Context: an optimization exercise on an open-source flow, tuned for small area and few clock cycles. The choices shown serve that exercise and are no tape-out recipe. Only simulation tests tie the RTL to the original design; equivalence was not proved. The flow treats the clock pin as an ideal source, which a real chip does not have.

// xsvf_core
module xsvf_core (
    input  wire        clk,
    input  wire        rst,
    input  wire        dec_start,
    input  wire        dec_policy,
    input  wire        dec_in_valid,
    input  wire        dec_in_end,
    input  wire [7:0]  dec_in_byte,
    output wire        dec_in_ready,
    output wire        dec_out_valid,
    input  wire        dec_out_ready,
    output wire [2:0]  dec_out_type,
    output wire [7:0]  dec_out_byte,
    output wire        dec_out_last,
    output wire [31:0] dec_out_pos,
    input  wire        fb_req_valid,
    input  wire        fb_req_kind,
    input  wire [7:0]  fb_req_tag,
    input  wire [15:0] fb_req_len,
    output wire        fb_req_ready,
    input  wire        fb_pl_valid,
    input  wire [7:0]  fb_pl_byte,
    output wire        fb_pl_ready,
    output wire        fb_out_valid,
    input  wire        fb_out_ready,
    output wire [7:0]  fb_out_byte,
    output wire        fb_out_last,
    output wire        fb_out_err
);
Size: ~110 I/O pins, roughly 5700 sq um of cells after synthesis.
clock: 10.0 ns
lec_check: 0
cap_margin: 20
core_margin: 2
core_utilization: 80
slew_margin: 20
standard.sh (not shown) runs the stock make flow with config.mk's settings and CLKGATE_MAP_FILE= SYNTH_SCRIPT=/design/flow/synth_recipe.tcl, a recipe that flattens the netlist after the stock synthesis.
==> flow/flow/run.sh <==
#!/bin/bash
set -euo pipefail
work=$(pwd)
rm -rf "$work/scripts_area"
cp -r "$FLOW_HOME/scripts" "$work/scripts_area"
cp "$work/flow/abc_area.script" "$work/scripts_area/abc_area.script"
SCRIPTS_DIR="$work/scripts_area" ABC_AREA=1 ADDER_MAP_FILE= bash standard.sh synth > synth_flow.log 2>&1
export BUFFER_PORTS_ARGS="-buffer_cell sky130_fd_sc_hd__buf_1"
export PRE_CTS_TCL="$work/flow/manual_cts.tcl"
export MANUAL_CTS_LEAVES=4
export MANUAL_CTS_BUF=sky130_fd_sc_hd__clkbuf_16
export CTS_ARGS="-repair_clock_nets -dont_use_dummy_load"
bash standard.sh finish > standard_flow.log 2>&1
==> flow/flow/manual_cts.tcl <==
# Build the clock tree by hand: the clock port drives NLEAF clkbuf cells
# directly, each feeding the flip-flops of one cluster (k-means on location).
set nleaf [expr {[info exists ::env(MANUAL_CTS_LEAVES)] ? $::env(MANUAL_CTS_LEAVES) : 4}]
set bufname [expr {[info exists ::env(MANUAL_CTS_BUF)] ? $::env(MANUAL_CTS_BUF) : "sky130_fd_sc_hd__clkbuf_8"}]
set block [ord::get_db_block]
set clknet [$block findNet clk]
set sinks {}
foreach it [$clknet getITerms] {
  set inst [$it getInst]
  set loc [$inst getLocation]
  lappend sinks [list $it [lindex $loc 0] [lindex $loc 1]]
}
set n [llength $sinks]
puts "manual_cts: $n sinks, $nleaf leaves of $bufname"
# initial centres: sinks sorted by x then split evenly (deterministic)
set sorted [lsort -real -index 1 $sinks]
set cx {}; set cy {}
for {set k 0} {$k < $nleaf} {incr k} {
  set s [lindex $sorted [expr {int(($k + 0.5) * $n / $nleaf)}]]
  lappend cx [lindex $s 1]; lappend cy [lindex $s 2]
}
if {$nleaf == 4} {
  # quadrants of the sink bounding box
  set xs {}; set ys {}
  foreach s $sinks { lappend xs [lindex $s 1]; lappend ys [lindex $s 2] }
  set x0 [tcl::mathfunc::min {*}$xs]; set x1 [tcl::mathfunc::max {*}$xs]
  set y0 [tcl::mathfunc::min {*}$ys]; set y1 [tcl::mathfunc::max {*}$ys]
  set cx [list [expr {$x0+($x1-$x0)/4}] [expr {$x0+3*($x1-$x0)/4}] [expr {$x0+($x1-$x0)/4}] [expr {$x0+3*($x1-$x0)/4}]]
  set cy [list [expr {$y0+($y1-$y0)/4}] [expr {$y0+($y1-$y0)/4}] [expr {$y0+3*($y1-$y0)/4}] [expr {$y0+3*($y1-$y0)/4}]]
}
set cap [expr {int(ceil(double($n) / $nleaf))}]
for {set iter 0} {$iter < 30} {incr iter} {
  # capacity-limited assignment: all (sink, centre) pairs by distance, greedily
  set pairs {}
  set i 0
  foreach s $sinks {
    for {set k 0} {$k < $nleaf} {incr k} {
      lappend pairs [list [expr {abs([lindex $s 1]-[lindex $cx $k]) + abs([lindex $s 2]-[lindex $cy $k])}] $i $k]
    }
    incr i
  }
  set pairs [lsort -real -index 0 $pairs]
  set assign [lrepeat $n -1]
  set sc [lrepeat $nleaf 0]
  foreach p $pairs {
    lassign $p d i k
    if {[lindex $assign $i] < 0 && [lindex $sc $k] < $cap} {
      lset assign $i $k
      lset sc $k [expr {[lindex $sc $k] + 1}]
    }
  }
  set sx [lrepeat $nleaf 0.0]; set sy [lrepeat $nleaf 0.0]
  foreach s $sinks a $assign {
    lset sx $a [expr {[lindex $sx $a] + [lindex $s 1]}]
    lset sy $a [expr {[lindex $sy $a] + [lindex $s 2]}]
  }
  for {set k 0} {$k < $nleaf} {incr k} {
    if {[lindex $sc $k] > 0} {
      lset cx $k [expr {[lindex $sx $k] / [lindex $sc $k]}]
      lset cy $k [expr {[lindex $sy $k] / [lindex $sc $k]}]
    }
  }
}
puts "manual_cts: cluster sizes $sc"
set master [[ord::get_db] findMaster $bufname]
set leafsrc $clknet
if {$nleaf > 4} {
  set rootname [expr {[info exists ::env(MANUAL_CTS_ROOT)] ? $::env(MANUAL_CTS_ROOT) : "sky130_fd_sc_hd__clkbuf_8"}]
  set rinst [odb::dbInst_create $block [[ord::get_db] findMaster $rootname] "clkbuf_root_clk"]
  set leafsrc [odb::dbNet_create $block "clknet_root_clk"]
  $leafsrc setSigType CLOCK
  [$rinst findITerm A] connect $clknet
  [$rinst findITerm X] connect $leafsrc
  set mx 0.0; set my 0.0
  for {set k 0} {$k < $nleaf} {incr k} { set mx [expr {$mx + [lindex $cx $k]}]; set my [expr {$my + [lindex $cy $k]}] }
  $rinst setLocation [expr {int($mx / $nleaf)}] [expr {int($my / $nleaf)}]
  $rinst setPlacementStatus PLACED
}
for {set k 0} {$k < $nleaf} {incr k} {
  set inst [odb::dbInst_create $block $master "clkbuf_leaf_${k}_clk"]
  set net [odb::dbNet_create $block "clknet_leaf_${k}_clk"]
  $net setSigType CLOCK
  [$inst findITerm A] connect $leafsrc
  [$inst findITerm X] connect $net
  $inst setLocation [expr {int([lindex $cx $k])}] [expr {int([lindex $cy $k])}]
  $inst setPlacementStatus PLACED
  foreach s $sinks a $assign {
    if {$a == $k} {
      set it [lindex $s 0]
      $it disconnect
      $it connect $net
    }
  }
}
$clknet setSigType CLOCK
set_cts_config -skip_nets [list clk]
set_propagated_clock [all_clocks]
Other scripts of this flow, unchanged in this note and not shown: flow/flow/abc_area.script
The starting point aborted during 3_3_place_gp.
Testbench counts at the start, summed over its fixed seeds: cycles 71,755.
==> next run, changes <==
--- a/flow/flow/run.sh
+++ b/flow/flow/run.sh
@@ -9,4 +9,5 @@
 export PRE_CTS_TCL="$work/flow/manual_cts.tcl"
-export MANUAL_CTS_LEAVES=4
-export MANUAL_CTS_BUF=sky130_fd_sc_hd__clkbuf_16
+export MANUAL_CTS_LEAVES=8
+export MANUAL_CTS_ROOT=sky130_fd_sc_hd__clkbuf_8
+export MANUAL_CTS_BUF=sky130_fd_sc_hd__clkbuf_8
 export CTS_ARGS="-repair_clock_nets -dont_use_dummy_load"
- CORE_UTILIZATION: 80 -> 70
After rerunning:
- The new run finished clean
- area after synthesis hardly moves
- synthesized cell count rises by about 0.55%

-- what the ideal ports hide --
Ports are ideal in the flow. The routed layout listed here was re-timed in OpenROAD. Step 1 sets driving cells, clkbuf_16 on the clock port and buf_2 on the other inputs (assumed; they add their load-dependent delay and slew). Step 2, shift: input delay + t, output delay - t, t = (earliest + latest rising clock arrival at the registers) / 2. This alone moves slack from input paths to output paths. a / b / c = ideal ports / drivers / drivers and shift; a / b = the first two.
run: the second run
t, ns: 0.409
setup slack, ns: 2.306 / 2.280 / 2.280
worst setup path at the end: input to output
clock arrival spread, ns: 0.020 / 0.021
worst data-port slew with drivers (ns): 0.03
After both steps setup and hold are still met in the second run. The setup slack of the second run moves by -0.026 ns with the drivers and by -0.026 ns with both steps.
